Context: an optimization exercise on an open-source flow, tuned for small area. The choices shown serve that exercise and are no tape-out recipe. In this exercise RTL edits were held to simulation tests only and were not proved equivalent to the original. Power is estimated from default activity; no workload was simulated.

**flow/design.v**
```verilog
module sync_fifo #(
    parameter NB  = 10,    
    parameter C   = 16
) (
    input  wire          clk,
    input  wire          rst,
    input  wire [NB-1:0] sel,        
    input  wire          push,       
    input  wire [7:0]    push_data,
    input  wire          pop,        
    output wire [7:0]    pop_data,   
    output wire [4:0]    occ,        
    output wire          full,
    output wire          empty
);
    localparam NR = NB * C;           
    reg [7:0] mem   [0:NR-1];
    reg [3:0] tail  [0:NB-1];
    reg [4:0] count [0:NB-1];
    reg [3:0] s_tail;
    reg [4:0] s_count;
    integer f;
    always @(*) begin
        s_tail  = 4'd0;
        s_count = 5'd0;
        for (f = 0; f < NB; f = f + 1) begin
            s_tail  = s_tail  | ({4{sel[f]}} & tail[f]);
            s_count = s_count | ({5{sel[f]}} & count[f]);
        end
    end
    assign occ   = s_count;
    assign full  = s_count[4];
    assign empty = (s_count == 5'd0);
    wire [3:0] s_head  = s_tail + s_count[3:0];
    wire       do_push = push && !s_count[4];    
    wire [NB-1:0] sel_n = ~sel;
    wire [C-1:0]  tdec_n, hdec_n;
    wire [NR-1:0] rsel, we;
    genvar gf, gr, gg, gb;
    generate
        for (gr = 0; gr < C; gr = gr + 1) begin : dec
            assign tdec_n[gr] = !(s_tail == gr);
            assign hdec_n[gr] = !(do_push && s_head == gr);
        end
        for (gf = 0; gf < NB; gf = gf + 1) begin : rs_f
            for (gr = 0; gr < C; gr = gr + 1) begin : rs_r
                nor2g u_rsel (.a(sel_n[gf]), .b(tdec_n[gr]), .y(rsel[gf*C + gr]));
                nor2g u_we   (.a(sel_n[gf]), .b(hdec_n[gr]), .y(we[gf*C + gr]));
            end
        end
    endgenerate
    integer i;
    always @(posedge clk) begin
        for (i = 0; i < NR; i = i + 1)
            if (we[i])
                mem[i] <= push_data;
    end
    localparam NG3 = NR / 3;          
    localparam REM = NR % 3;
    localparam NG  = NG3 + (REM != 0);
    wire [8*NG-1:0] grp_n;            
    generate
        for (gg = 0; gg < NG3; gg = gg + 1) begin : grp
            for (gb = 0; gb < 8; gb = gb + 1) begin : bt
                aoi222 u_aoi (
                    .a0(rsel[3*gg]),     .b0(mem[3*gg][gb]),
                    .a1(rsel[3*gg + 1]), .b1(mem[3*gg + 1][gb]),
                    .a2(rsel[3*gg + 2]), .b2(mem[3*gg + 2][gb]),
                    .y(grp_n[gb*NG + gg]));
            end
        end
        if (REM == 1) begin : last1
            for (gb = 0; gb < 8; gb = gb + 1) begin : bt
                nand2g u_nand (.a(rsel[NR-1]), .b(mem[NR-1][gb]), .y(grp_n[gb*NG + NG3]));
            end
        end
        if (REM == 2) begin : last2
            for (gb = 0; gb < 8; gb = gb + 1) begin : bt
                aoi22g u_aoi (.a0(rsel[NR-2]), .b0(mem[NR-2][gb]),
                              .a1(rsel[NR-1]), .b1(mem[NR-1][gb]), .y(grp_n[gb*NG + NG3]));
            end
        end
        for (gb = 0; gb < 8; gb = gb + 1) begin : orr
            assign pop_data[gb] = ~&grp_n[gb*NG +: NG];
        end
    endgenerate
    wire [4:0] n_count = do_push ? s_count + 1'b1 : s_count - 1'b1;
    wire [3:0] n_tail  = s_tail + 1'b1;
    always @(posedge clk) begin
        for (f = 0; f < NB; f = f + 1) begin
            if (rst) begin
                tail[f]  <= 4'd0;
                count[f] <= 5'd0;
            end else if (sel[f]) begin
                if (do_push || pop) count[f] <= n_count;
                if (pop)            tail[f]  <= n_tail;
            end
        end
    end
endmodule
module aoi222 (
    input  wire a0, b0, a1, b1, a2, b2,
    output wire y
);
    assign y = ~((a0 & b0) | (a1 & b1) | (a2 & b2));
endmodule
module nor2g (
    input  wire a, b,
    output wire y
);
    assign y = ~(a | b);
endmodule
module nand2g (
    input  wire a, b,
    output wire y
);
    assign y = ~(a & b);
endmodule
module aoi22g (
    input  wire a0, b0, a1, b1,
    output wire y
);
    assign y = ~((a0 & b0) | (a1 & b1));
endmodule
module interrupt_arbiter #(
    parameter N_CH = 5
) (
    input  wire [N_CH-1:0] rx_pending,
    input  wire [N_CH-1:0] tx_pending,
    output wire            any,
    output reg  [2:0]      ch,
    output reg             is_tx
);
    integer i;
    assign any = |{rx_pending, tx_pending};
    always @(*) begin
        ch    = 3'd0;
        is_tx = 1'b0;
        for (i = N_CH - 1; i >= 0; i = i - 1) begin
            if (rx_pending[i] || tx_pending[i]) begin
                ch    = i[2:0];
                is_tx = !rx_pending[i];
            end
        end
    end
endmodule
module usart_fifo_core #(
    parameter N_CH  = 5,
    parameter C     = 16
) (
    input  wire              clk,
    input  wire              rst,
    input  wire              cmd_valid,
    output wire              cmd_ready,
    input  wire [15:0]       cmd_data,
    output reg               rsp_valid,
    output wire [15:0]       rsp_data,
    output wire [N_CH-1:0]   tx_start,
    output wire [8*N_CH-1:0] tx_data,
    input  wire [N_CH-1:0]   tx_done,
    input  wire [N_CH-1:0]   rx_valid,
    input  wire [8*N_CH-1:0] rx_byte,
    output reg  [N_CH-1:0]   rx_overrun,
    output reg               cmd_fault
);
    localparam [2:0] E_NONE = 3'd0, E_FULL = 3'd1, E_EMPTY = 3'd2,
                     E_HW_NOT_READY = 3'd3, E_INVALID_CH = 3'd6;
    localparam [3:0] H_IDLE = 4'd0, H_PUSH = 4'd1, H_POP = 4'd2, H_ENQ = 4'd3,
                     H_PUMP = 4'd4, H_IE = 4'd5, H_PAYLOAD = 4'd6, H_S3 = 4'd7,
                     H_P1 = 4'd8, H_P2 = 4'd9, H_P3 = 4'd10;
    localparam [2:0] I_IDLE = 3'd0, I_G1 = 3'd1, I_G2 = 3'd2, I_G3 = 3'd3,
                     I_P1 = 3'd4, I_P2 = 3'd5, I_P3 = 3'd6, I_T4 = 3'd7;
    reg [3:0] hstate;
    reg       h_pump;     
    reg       h_dir;      
    reg [2:0] h_ch;
    reg [7:0] h_arg;      
    reg       h_full;     
    reg       ie;
    reg [2:0] istate;
    reg [2:0] i_ch;
    reg [N_CH-1:0] txe;
    reg [N_CH-1:0] tx_pending;
    reg [N_CH-1:0] rx_pending;
    reg [7:0]      rx_data_q [0:N_CH-1];
    reg        f_pop;
    reg [7:0]  o_byte;
    reg        dtx;       
    reg [2:0]  rsp_err;
    reg        rsp_dat;   
    wire in_handler = (istate != I_IDLE);
    wire h_ch_bad   = (h_ch >= N_CH);
    wire       s_dir = in_handler ? (istate == I_G1) : h_dir;
    wire [2:0] s_ch  = in_handler ? i_ch : h_ch;
    wire [2*N_CH-1:0] s_sel;
    genvar g;
    generate
        for (g = 0; g < N_CH; g = g + 1) begin : sel
            assign s_sel[g]        = !s_dir && s_ch == g;
            assign s_sel[N_CH + g] =  s_dir && s_ch == g;
            assign tx_data[8*g +: 8] = o_byte & {8{tx_start[g]}};    
            assign tx_start[g] = dtx && s_ch == g;
        end
    endgenerate
    wire [7:0] s_rdata;
    wire [4:0] s_occ;
    wire       s_full, s_empty;
    reg        f_push;
    reg [7:0]  f_wdata;
    sync_fifo #(.NB(2 * N_CH), .C(C)) u_buf (
        .clk(clk), .rst(rst), .sel(s_sel),
        .push(f_push), .push_data(f_wdata), .pop(f_pop),
        .pop_data(s_rdata), .occ(s_occ), .full(s_full), .empty(s_empty)
    );
    assign rsp_data = {5'b0, rsp_err, rsp_dat ? o_byte : 8'h00};
    wire       any_req;
    wire [2:0] req_ch;
    wire       req_tx;
    interrupt_arbiter #(.N_CH(N_CH)) u_arb (
        .rx_pending(rx_pending), .tx_pending(tx_pending),
        .any(any_req), .ch(req_ch), .is_tx(req_tx)
    );
    wire grant   = ie && !in_handler && any_req;
    wire host_go = !in_handler && !grant;
    assign cmd_ready = host_go && !cmd_fault && (hstate == H_IDLE || hstate == H_PAYLOAD);
    wire cmd_fire = cmd_valid && cmd_ready;
    wire pay_ok   = (cmd_data[15:8] == 8'h00);
    wire [7:0] txe_v = {{(8-N_CH){1'b0}}, txe};
    wire       h_txe = txe_v[h_ch];
    wire no_room = ({1'b0, h_arg} + {4'b0, s_occ}) > C;
    always @(*) begin
        f_push  = 1'b0;
        f_pop   = 1'b0;
        f_wdata = h_arg;
        if (in_handler) begin
            f_wdata = rx_data_q[i_ch];
            f_push  = (istate == I_G1);
            f_pop   = (istate == I_P3);
        end else if (host_go) begin
            if (hstate == H_PUSH)
                f_push = !h_ch_bad;
            if (hstate == H_POP)
                f_pop = !h_ch_bad && !s_empty;
            if (hstate == H_P3)
                f_pop = 1'b1;
            if (hstate == H_PAYLOAD) begin
                f_wdata = cmd_data[7:0];
                f_push  = cmd_fire && pay_ok && !h_ch_bad && !h_full;
            end
        end
    end
    reg        hd_legal;
    reg [3:0]  hd_state;
    reg        hd_dir;
    always @(*) begin
        hd_legal = 1'b0;
        hd_state = H_IDLE;
        hd_dir   = cmd_data[11];
        case (cmd_data[15:12])
            4'h1: begin hd_legal = 1'b1;                                     hd_state = H_PUSH; end
            4'h2: begin hd_legal = (cmd_data[7:0] == 8'h00);                 hd_state = H_POP;  end
            4'h3: begin hd_legal = !cmd_data[11];                            hd_state = H_ENQ;  end
            4'h4: begin hd_legal = !cmd_data[11];                            hd_state = H_PUSH; hd_dir = 1'b1; end
            4'h5: begin hd_legal = !cmd_data[11] && (cmd_data[7:0] == 8'h00); hd_state = H_POP;  hd_dir = 1'b1; end
            4'h6: begin hd_legal = !cmd_data[11] && (cmd_data[7:0] == 8'h00); hd_state = H_PUMP; end
            4'h7: begin hd_legal = (cmd_data[11:0] == 12'h000);              hd_state = H_IE;   hd_dir = 1'b1; end
            4'h8: begin hd_legal = (cmd_data[11:0] == 12'h000);              hd_state = H_IE;   hd_dir = 1'b0; end
            default: ;
        endcase
    end
    integer c;
    always @(posedge clk) begin
        if (rst) begin
            hstate     <= H_IDLE;
            ie         <= 1'b0;
            istate     <= I_IDLE;
            txe        <= {N_CH{1'b1}};
            tx_pending <= {N_CH{1'b0}};
            rx_pending <= {N_CH{1'b0}};
            rx_overrun <= {N_CH{1'b0}};
            cmd_fault  <= 1'b0;
            rsp_valid  <= 1'b0;
            dtx        <= 1'b0;
        end else begin
            rsp_valid <= 1'b0;
            dtx       <= 1'b0;
            if (in_handler) begin
                case (istate)
                    I_G1: begin
                        rx_pending[i_ch] <= 1'b0;
                        istate <= I_G2;
                    end
                    I_G2: istate <= I_G3;
                    I_P1: istate <= txe_v[i_ch] ? I_P2 : I_T4;
                    I_P2: istate <= s_empty ? I_T4 : I_P3;
                    I_P3: begin
                        txe[i_ch] <= 1'b0;
                        dtx    <= 1'b1;
                        istate <= I_T4;
                    end
                    default: istate <= I_IDLE;       
                endcase
            end else if (grant) begin
                i_ch <= req_ch;
                if (req_tx) begin
                    tx_pending[req_ch] <= 1'b0;
                    istate <= I_P1;
                end else begin
                    istate <= I_G1;
                end
            end else begin
                case (hstate)
                    H_IDLE: begin
                        if (cmd_fire) begin
                            if (hd_legal) begin
                                hstate <= hd_state;
                                h_pump <= (cmd_data[15:12] == 4'h6);
                                h_dir  <= hd_dir;
                                h_ch   <= cmd_data[10:8];
                                h_arg  <= cmd_data[7:0];
                            end else begin
                                cmd_fault <= 1'b1;
                            end
                        end
                    end
                    H_PUSH: begin
                        hstate    <= H_IDLE;
                        rsp_valid <= 1'b1;
                        rsp_dat   <= 1'b0;
                        rsp_err   <= h_ch_bad ? E_INVALID_CH : s_full ? E_FULL : E_NONE;
                    end
                    H_POP: begin
                        hstate    <= H_IDLE;
                        rsp_valid <= 1'b1;
                        rsp_dat   <= !h_ch_bad && !s_empty;
                        rsp_err   <= h_ch_bad ? E_INVALID_CH : s_empty ? E_EMPTY : E_NONE;
                    end
                    H_IE: begin
                        hstate    <= H_IDLE;
                        ie        <= h_dir;
                        rsp_valid <= 1'b1;
                        rsp_dat   <= 1'b0;
                        rsp_err   <= E_NONE;
                    end
                    H_PUMP: begin
                        rsp_dat <= 1'b0;
                        if (h_ch_bad) begin
                            hstate    <= H_IDLE;
                            rsp_valid <= 1'b1;
                            rsp_err   <= E_INVALID_CH;
                        end else if (!h_txe) begin
                            hstate    <= H_IDLE;
                            rsp_valid <= 1'b1;
                            rsp_err   <= E_HW_NOT_READY;
                        end else begin
                            hstate <= H_P2;
                        end
                    end
                    H_ENQ: begin
                        rsp_dat <= 1'b0;
                        h_full  <= no_room;
                        if (h_arg != 8'h00) begin
                            hstate <= H_PAYLOAD;
                        end else if (h_ch_bad) begin
                            hstate    <= H_IDLE;
                            rsp_valid <= 1'b1;
                            rsp_err   <= E_INVALID_CH;
                        end else begin
                            hstate <= H_S3;
                        end
                    end
                    H_PAYLOAD: begin
                        if (cmd_fire) begin
                            if (!pay_ok) begin
                                cmd_fault <= 1'b1;
                                hstate    <= H_IDLE;
                            end else begin
                                h_arg <= h_arg - 1'b1;
                                if (h_arg == 8'd1) begin
                                    if (h_ch_bad || h_full) begin
                                        hstate    <= H_IDLE;
                                        rsp_valid <= 1'b1;
                                        rsp_err   <= h_ch_bad ? E_INVALID_CH : E_FULL;
                                    end else begin
                                        hstate <= H_S3;
                                    end
                                end
                            end
                        end
                    end
                    H_S3: begin
                        if (h_txe) begin
                            hstate <= H_P1;
                        end else begin
                            hstate    <= H_IDLE;
                            rsp_valid <= 1'b1;
                            rsp_err   <= E_NONE;
                        end
                    end
                    H_P1: hstate <= H_P2;
                    H_P2: begin
                        if (s_empty) begin
                            hstate    <= H_IDLE;
                            rsp_valid <= 1'b1;
                            rsp_err   <= h_pump ? E_EMPTY : E_NONE;
                        end else begin
                            hstate <= H_P3;
                        end
                    end
                    H_P3: begin
                        txe[h_ch] <= 1'b0;
                        dtx       <= 1'b1;
                        rsp_valid <= 1'b1;
                        rsp_err   <= E_NONE;
                        hstate    <= H_IDLE;
                    end
                    default: hstate <= H_IDLE;
                endcase
            end
            for (c = 0; c < N_CH; c = c + 1) begin
                if (tx_done[c] && !txe[c]) begin
                    txe[c]        <= 1'b1;
                    tx_pending[c] <= 1'b1;
                end
                if (rx_valid[c]) begin
                    if (rx_pending[c] && !(istate == I_G1 && i_ch == c))
                        rx_overrun[c] <= 1'b1;
                    rx_pending[c] <= 1'b1;
                end
            end
        end
    end
    always @(posedge clk)
        o_byte <= s_rdata;
    always @(posedge clk) begin
        for (c = 0; c < N_CH; c = c + 1)
            if (rx_valid[c])
                rx_data_q[c] <= rx_byte[8*c +: 8];
    end
endmodule
```
**flow/flow/run.sh**
```bash
#!/bin/bash
# Own layout flow: the standard layout (standard.sh), with clock tree
# synthesis told not to add dummy loads, and ports buffered with
# the smallest buffer. Everything else is the standard flow.
set -euo pipefail
export CTS_ARGS="-sink_clustering_enable -repair_clock_nets -dont_use_dummy_load -sink_clustering_size 28 -sink_clustering_max_diameter 100 -buf_list sky130_fd_sc_hd__clkbuf_16"
export BUFFER_PORTS_ARGS="-buffer_cell sky130_fd_sc_hd__buf_1"
bash standard.sh > standard_make.log 2>&1
```
**flow/constraint.sdc**
```tcl
create_clock -name core_clock -period 10.0 [get_ports {clk}]
set_input_delay 2.0000 -clock core_clock [delete_from_list [all_inputs] [get_ports {clk}]]
set_output_delay 2.0000 -clock core_clock [all_outputs]
set_load 0.01 [all_outputs]
```
**flow/config.mk**
```make
export PLATFORM = sky130hd
export DESIGN_NAME = usart_fifo_core
export DESIGN_NICKNAME = usart_fifo_core
export VERILOG_FILES = /design/flow/design.v
export SDC_FILE = /design/flow/constraint.sdc
export NUM_CORES = 4
export LEC_CHECK = 0
export CAP_MARGIN = 20
export CORE_MARGIN = 2
export CORE_UTILIZATION = 50
export CTS_BUF_LIST = sky130_fd_sc_hd__clkbuf_16
export CTS_CLUSTER_DIAMETER = 100
export CTS_CLUSTER_SIZE = 28
export SLEW_MARGIN = 20
export SYNTH_HIERARCHICAL = 1
export SYNTH_MINIMUM_KEEP_SIZE = 0
```
**flow/standard.sh**
```bash
#!/bin/bash
# synth_recipe.tcl (not shown) runs the flow's synth.tcl, then flattens the netlist and writes it again
# the make line also repeats each setting of config.mk as NAME=value (left out here)
make -C /OpenROAD-flow-scripts/flow DESIGN_CONFIG=/design/flow/config.mk WORK_HOME=/design/flow/orfs CLKGATE_MAP_FILE= SYNTH_SCRIPT=/design/flow/synth_recipe.tcl "${@:-finish}"
```
==> results of run 1 <==
==> per-layer routing <==
metal  global-route usage  part of all wire
met5                    0                 0
met1               0.3956              0.39
met3              0.05125              0.11
met4              0.08368             0.033
met2               0.4332              0.46
==> cells by family after synthesis <==
group | share of synthesized area
adder cells (fa/ha/maj) | 0.008259
XOR/XNOR | 0.003711
AO/OA/AOI/OAI | 0.1150
other | 0.00006781
multiplexers | 0.0009503
flip-flops | 0.7749
buffers and inverters | 0.008892
AND/OR/NAND/NOR | 0.08818
==> Yosys cell counts, types with 36 or more instances <==
library cell / instances / area share
edfxtp_1: 1341 / 0.73
a222oi_1: 432 / 0.078
nor2_1: 422 / 0.029
nand2_1: 180 / 0.012
nand4_1: 137 / 0.015
dfxtp_1: 129 / 0.047
a21oi_1: 114 / 0.010
nand3_1: 66 / 0.0060
and2_1: 52 / 0.0059
o21ai_0: 45 / 0.0041
clkbuf_1: 42 / 0.0029
inv_1: 37 / 0.0025
a22oi_1: 36 / 0.0049
==> metrics by stage <==
stage               setup slack, ns  cell area [sq um]  hold slack (ns)  power [mW]  cells
floorplan                    0.2730              55310           0.4360       7.839   3408
global placement              2.688              57950           0.4493       8.208   5013
detailed placement            2.635              57970           0.4484       8.223   5014
CTS                           2.671              59470           0.4604       10.95   5074
global route                  3.023              59510           0.4751       11.20   5075
finish                        3.279              59510           0.4605       10.89   5075
==> flip-flops by register name, indices dropped and copies added, names as in the netlist, 3 cells and up <==
name         cells
rx_data_q       40
istate           3
i_ch             3
rx_overrun       5
h_ch             3
u_buf.mem     1280
u_buf.tail      40
txe              5
h_arg            8
u_buf.count     50
tx_pending       5
o_byte           8
rx_pending       5
rsp_err          3
hstate           4
==> worst paths after layout <==
path	startpoint	endpoint	slack, ns	cells after the start
setup / recovery	istate[0]	o_byte[1]	3.28	16
hold / removal	u_buf.tail[7][2]	u_buf.tail[7][2]	0.46	2
setup reg to reg	istate[0]	o_byte[1]	3.28	16
hold reg to reg	u_buf.tail[7][2]	u_buf.tail[7][2]	0.46	2
==> Yosys stat by module (local to each module, per instance), a selection <==
module	flops+latches	cell area (sq um)
aoi222	0	10.01
nand2g	0	3.754
usart_fifo_core	100	5747
nor2g	0	3.754
==> critical path, stage by stage, from the launching register on <==
cell and delay (ns):
dfxtp_1 0.65, or3_1 0.47, nor3_1 0.13, o21ai_1 0.29
nor2_1 0.11, buf_4 0.23, a22o_1 0.19, a221oi_1 0.22
and3_1 0.59, inv_1 0.20, ha_1 0.29, nand2_1 0.83
nor2_1 0.34, a222oi_1 0.49, nand4_1 0.31, nor4_1 1.07
nand4_1 0.16
==> area by class of cell <==
class / instances / area, sq um
repair buffers: 196 / 1025
flip-flops and latches: 1470 / 42850
multi-input cells: 1821 / 12120
clock buffers: 60 / 1501
well taps: 1488 / 1862
fillers: 8681 / 50700
inverters: 40 / 150.1
==> power by group through the flow <==
stage	clock network, mW	registers (mW)	logic (mW)
floorplan	0	7.41	0.432
global placement	0	7.28	0.930
detailed placement	0	7.28	0.942
CTS	2.87	7.14	0.939
global route	3.06	7.15	0.996
finish	2.82	7.14	0.924
==> summary.txt, run 1 <==
# Post-CTS Setup Buffers 0; Top-Level Pins about 140; worst hold-check path type reg -> reg; Die Y 336.6 microns; post-CTS resize count 0; clk slew on worst S/H paths about 0.1 ns; most common cell after layout, fill and taps aside edfxtp_1; Post-DP HPWL approximately 100000 microns; Tmin final around 6.7 ns; Leakage ~18 nW; first-pass GRT wire length about 230000 microns; # Max-Cap Violations 0; cell count after synthesis roughly 3400; average footprint of a synthesized cell around 16 sq um; WL final 160000 microns; Starting Density 0.5017; Inserted Clock Buffers 60; Final GP Congestion 0.9259; status no timing/DRC/antenna violations; Avg Vias per Cell around 6.9; H-tree depth 2; share of layout cells above drive strength 1 0.05074; most frequent cells in the layout 1341 x edfxtp_1, 432 x a222oi_1, 422 x nor2_1; Antenna diodes 0; Layout Nets 3693; Seq/Total Area, Yosys 0.7749; routed via count around 35000; Synth-to-Final Area Change 7.614%; Fin. Hold Viols 0; clk_skew approximately 0.067 ns; Seq cells post-synth between 1000 and 1500; Setup crit end kind flop; RSZ-0062 raised after global routing false; Post-synth EDFFs between 1000 and 1500; worst vdd ir ~0.00014 V; DRT antenna net count 0; Core Area 0.1102 sq mm; CP required approximately 11 ns; Core Util, Final 0.5400; initial antenna violation count 3; switching power total approximately 2.6 mW; hold-fix buffer count after cts 0; largest net degree at the start of global routing roughly 160; CTS tree yes; Synth async-reset ratio 0; vias in the first global route ~32000; row cnt ~120; setup TNS 0 ns; final setup vio count 0; fmax between 100 and 150 MHz; 1st-pass router iterations 11; CP startpoint kind flop; ys flop type edfxtp_1; yosys synthesis warning count 16; DR WL/cell 31.52 microns; critical path class reg -> reg; Clk network pwr share 0.259; Port Buffers ~130; final number of max-transition violations 0; Sw Ratio 0.2379; Slew @ Worst Pin 1.228 ns; Flop pwr share 0.656; grt ovf 0; Clock Latency Late Sink 0.74 ns; Crit path arrival time roughly 7.3 ns; Critical Path Fanout Max 15; relative slew slack 0.1794; final worst path period share 0.6721; Sink Count 1470; synth unique cells 84; DRT iter0 DRCs approximately 7200; Die W between 300 and 400 microns; All-Layer GR Usage 0.2762; mapped cell area 0.05530 sq mm; cell area power density 183.0 mW/mm^2; Root Buffer clkbuf_16; Internal Power 8.298 mW; Gate power share 0.085; die area around 0.11 sq mm; Longest Clk Path Bufs 3; DRC 0
==> run 2, diff against run 1 <==
--- a/flow/config.mk
+++ b/flow/config.mk
@@ -5,12 +5,12 @@
 export SDC_FILE = /design/flow/constraint.sdc
 export NUM_CORES = 4
 export LEC_CHECK = 0
-export CAP_MARGIN = 20
+export CAP_MARGIN = 5
 export CORE_MARGIN = 2
 export CORE_UTILIZATION = 50
 export CTS_BUF_LIST = sky130_fd_sc_hd__clkbuf_16
 export CTS_CLUSTER_DIAMETER = 100
 export CTS_CLUSTER_SIZE = 28
-export SLEW_MARGIN = 20
+export SLEW_MARGIN = 5
 export SYNTH_HIERARCHICAL = 1
 export SYNTH_MINIMUM_KEEP_SIZE = 0
==> run 2 against run 1 <==
- routed wire length fell by 0.19%
- sequential power hardly changed
- critical path depth unchanged
- critical path type unchanged
- setup slack lost 0.91 ns
- sequential cell count stayed put
- clock power hardly changed
- hold slack improved by 0.0036 ns
- sequential share of layout area up 0.091 points
- clock skew up 0.017 ns
- largest power group unchanged
==> summary.txt, run 2 <==
1st-pass router iterations 12 (+1); ys flop type edfxtp_1; critical path class reg -> reg; placed cells 5013 (-0.020%); final worst slack 2.371 ns (-0.9077 ns); CP startpoint kind flop; status no timing/DRC/antenna violations; Sink Count 1470 (unchanged); crit-path cells nor3_4 > a21oi_1 > o21ai_1 > nor2_1 > buf_4 > a22o_1 > a221oi_1 > and3_1 > inv_1 > ha_1 > nand2_1 > nor2_1 > a222oi_1 > nand4_1 > nor4_1 > nand4_1; hold-fix buffer count after cts 0 (unchanged); Synth-to-Final Area Change 7.478%; Port Buffers 132 (unchanged); Clock Latency Late Sink 0.73 ns (about the same); DRT iter0 DRCs 7220 (+0.52%); Synth area leaders edfxtp_1 73%, a222oi_1 7.8%, dfxtp_1 4.7%; # Post-CTS Setup Buffers 0 (unchanged); most numerous cell in the Yosys netlist edfxtp_1; DR WL/cell 31.48 microns (-0.15%); max FFs per register 1280 (unchanged); CP required 10.52 ns (-0.03 ns); relative slew slack 0.1108 (-0.06867); Leakage 17.66 nW (-0.17%); Starting Density 0.5017 (unchanged); Slew @ Worst Pin 1.331 ns (+0.1031 ns); Avg Vias per Cell 6.882 (-0.23%); Longest Clk Path Bufs 3 (unchanged); Tmin final 7.629 ns (+0.9077 ns); register area 0.04285 sq mm (unchanged); # Max-Cap Violations 0 (unchanged); Top-Level Pins 138 (unchanged); Setup crit end kind flop; mapped cell area 0.05530 sq mm (unchanged); Seq/Total Area, Yosys 0.7749 (unchanged); Synth async-reset ratio 0 (unchanged); most common cell after layout, fill and taps aside edfxtp_1; largest net degree at the start of global routing 161 (unchanged); hold_ws 0.4642 ns (+0.003610 ns); Crit path arrival time 8.15 ns (+0.88 ns); Biggest register u_buf.mem; clk_skew 0.08490 ns (+0.01743 ns); final instance area 0.05943 sq mm (-0.13%); die area 0.1133 sq mm (unchanged); H-tree depth 2 (unchanged); CP max-delay cell nor4_1; Fill cells 8697 (+0.18%); row cnt 122 (unchanged); Core Area 0.1102 sq mm (unchanged); cell count after synthesis 3404 (unchanged); Multi-input gate area 0.01209 sq mm (-0.25%); pre-CTS WS 2.591 ns (-0.04378 ns); post-CTS resize count 0 (unchanged); average footprint of a synthesized cell 16.25 sq um (unchanged); Root Buffer clkbuf_16; Core Util, Final 0.5393 (-0.0006820); worst vdd ir 0.0001449 V (+5.5%); Inserted Clock Buffers 59 (-1.7%); largest area contributor in the synthesized netlist edfxtp_1; RSZ-0062 raised after global routing false; Final GP Congestion 0.9259 (unchanged); All-Layer GR Usage 0.2756 (-0.0005751); final worst path period share 0.7629 (+0.09077); grt ovf 0 (unchanged); Bufs and invs on worst path 2 (unchanged); CTS tree yes; first-pass GRT wire length 227700 microns (about the same); synth cell count leaders 1341 x edfxtp_1, 432 x a222oi_1, 422 x nor2_1; fmax 131.1 MHz (-12%); clk slew on worst S/H paths 0.11 ns (about the same); biggest regs u_buf.mem (1280), u_buf.count (50); Finished Layout Cells 5073 (-0.039%); synth unique cells 84 (unchanged); Seq cells post-synth 1470 (unchanged); Post-DP Area 0.05795 sq mm (about the same); WL final 159700 microns (-0.19%); cell area power density 182.7 mW/mm^2 (-0.15%); share of layout cells above drive strength 1 0.04827 (-0.002469); routed via count 34910 (-0.27%); DRT antenna net count 0 (unchanged); Post-synth EDFFs 1341 (unchanged); yosys synthesis warning count 16 (unchanged); Die Y 336.6 microns (unchanged); share of the synthesized area in the top cell type 0.7282 (unchanged); Post-DP HPWL 100900 microns (about the same); Critical Path Fanout Max 17 (+2); most frequent cells in the layout 1341 x edfxtp_1, 432 x a222oi_1, 422 x nor2_1; Overall Power 10.86 mW (-0.28%); Fin. Hold Viols 0 (unchanged); final setup vio count 0 (unchanged); worst hold-check path type reg -> reg; DRC 0 (unchanged); vias in the first global route 32570 (+0.30%); Die W 336.6 microns (unchanged); CP peak stage delay 1.06 ns (about the same); final number of max-transition violations 0 (unchanged); family with the most delay on the worst path simple AND/OR/NAND/NOR gates; initial antenna violation count 4 (+1); setup TNS 0 ns (unchanged); Layout Nets 3690 (-0.081%)
run 2: cell counts after synthesis:
No cell type changed its count.
run 2: routing by layer:
metal / GRT usage / up-vias / wire [microns]
met5: 0 / - / 0
li1: - / 14640 / -
met2: 0.4344 / 2454 / 74050
met3: 0.04716 / 277 / 17730
met1: 0.3949 / 17550 / 62750
met4: 0.08530 / 0 / 5149
run 2: layout make-up:
cell class | instances | area share
repair buffers | 194 | 0.01686
diodes | 1 | 0.00004210
clock buffers | 59 | 0.02484
flip-flops and latches | 1470 | 0.7210
well taps | 1488 | 0.03133
inverters | 40 | 0.002526
multi-input cells | 1821 | 0.2034
run 2: kinds of logic (layout without fill, tap and decap cells):
group | count (synthesis) | after routing | synth area share
XOR/XNOR | 20 | 20 | 0.003711
AND/OR/NAND/NOR | 1016 | 1016 | 0.08818
adder cells (fa/ha/maj) | 36 | 36 | 0.008259
other | 1 | 6 | 0.00006781
AO/OA/AOI/OAI | 740 | 740 | 0.1150
flip-flops | 1470 | 1470 | 0.7749
buffers and inverters | 117 | 293 | 0.008892
multiplexers | 4 | 4 | 0.0009503
run 2: path summary, 6_finish.rpt:
kind,startpoint,to,slack (ns),depth (start not counted)
worst max-delay path,istate[0],o_byte[5],2.37,16
worst min-delay path,u_buf.tail[7][0],u_buf.tail[7][0],0.46,2
worst max register to register,istate[0],o_byte[5],2.37,16
worst min register to register,u_buf.tail[7][0],u_buf.tail[7][0],0.46,2
run 2: modules after synthesis (local to each module, per instance), a selection:
module           cells inside  times used
usart_fifo_core           617           1
aoi222                      1         424
nand2g                      1           8
nor2g                       1         320
run 2: worst register-to-register path, stage by stage (launching register included):
cell and delay [ns]:
dfxtp_1 0.48, nor3_4 1.03, a21oi_1 0.33, o21ai_1 0.25, nor2_1 0.10, buf_4 0.23
a22o_1 0.24, a221oi_1 0.21, and3_1 0.59, inv_1 0.21, ha_1 0.32, nand2_1 0.88
nor2_1 0.36, a222oi_1 0.51, nand4_1 0.36, nor4_1 1.06, nand4_1 0.30
run 2: where the power goes:
part | total [mW] | internal (mW) | leakage (nW) | switching (mW)
clock | 2.79 | 1.06 | 0.727 | 1.74
combinational | 0.918 | 0.147 | 3.78 | 0.772
sequential | 7.14 | 7.08 | 13.2 | 0.0692
total | 10.9 | 8.28 | 17.7 | 2.58

==> static timing again, ports no longer ideal <==
In the flow no input, the clock included, has a driving cell. The finished layouts below were timed again as built, in two steps.
Step 1 sets driving cells, clkbuf_16 on the clock port and buf_2 on the other inputs (assumed; they add their load-dependent delay and slew).
Step 2 moves the port delays by t, midway between the first and last clock arrival at a register: inputs arrive t later, outputs are due t later. That takes back most of the time a late clock gives input paths.
Slacks: ideal ports / drivers / drivers and shift; pairs: ideal ports / drivers.
run | t (ns) | setup slack, ns | hold slack, ns
run 1 | 0.778 | 3.279 / 3.279 / 3.092 | 0.461 / 0.461 / 0.461
run 2 | 0.764 | 2.371 / 2.371 / 2.371 | 0.464 / 0.464 / 0.464
After both steps every run listed still meets setup and hold. For run 1, which loses most, drivers alone change the setup slack by 0.000 ns; drivers and shift together by -0.187 ns.
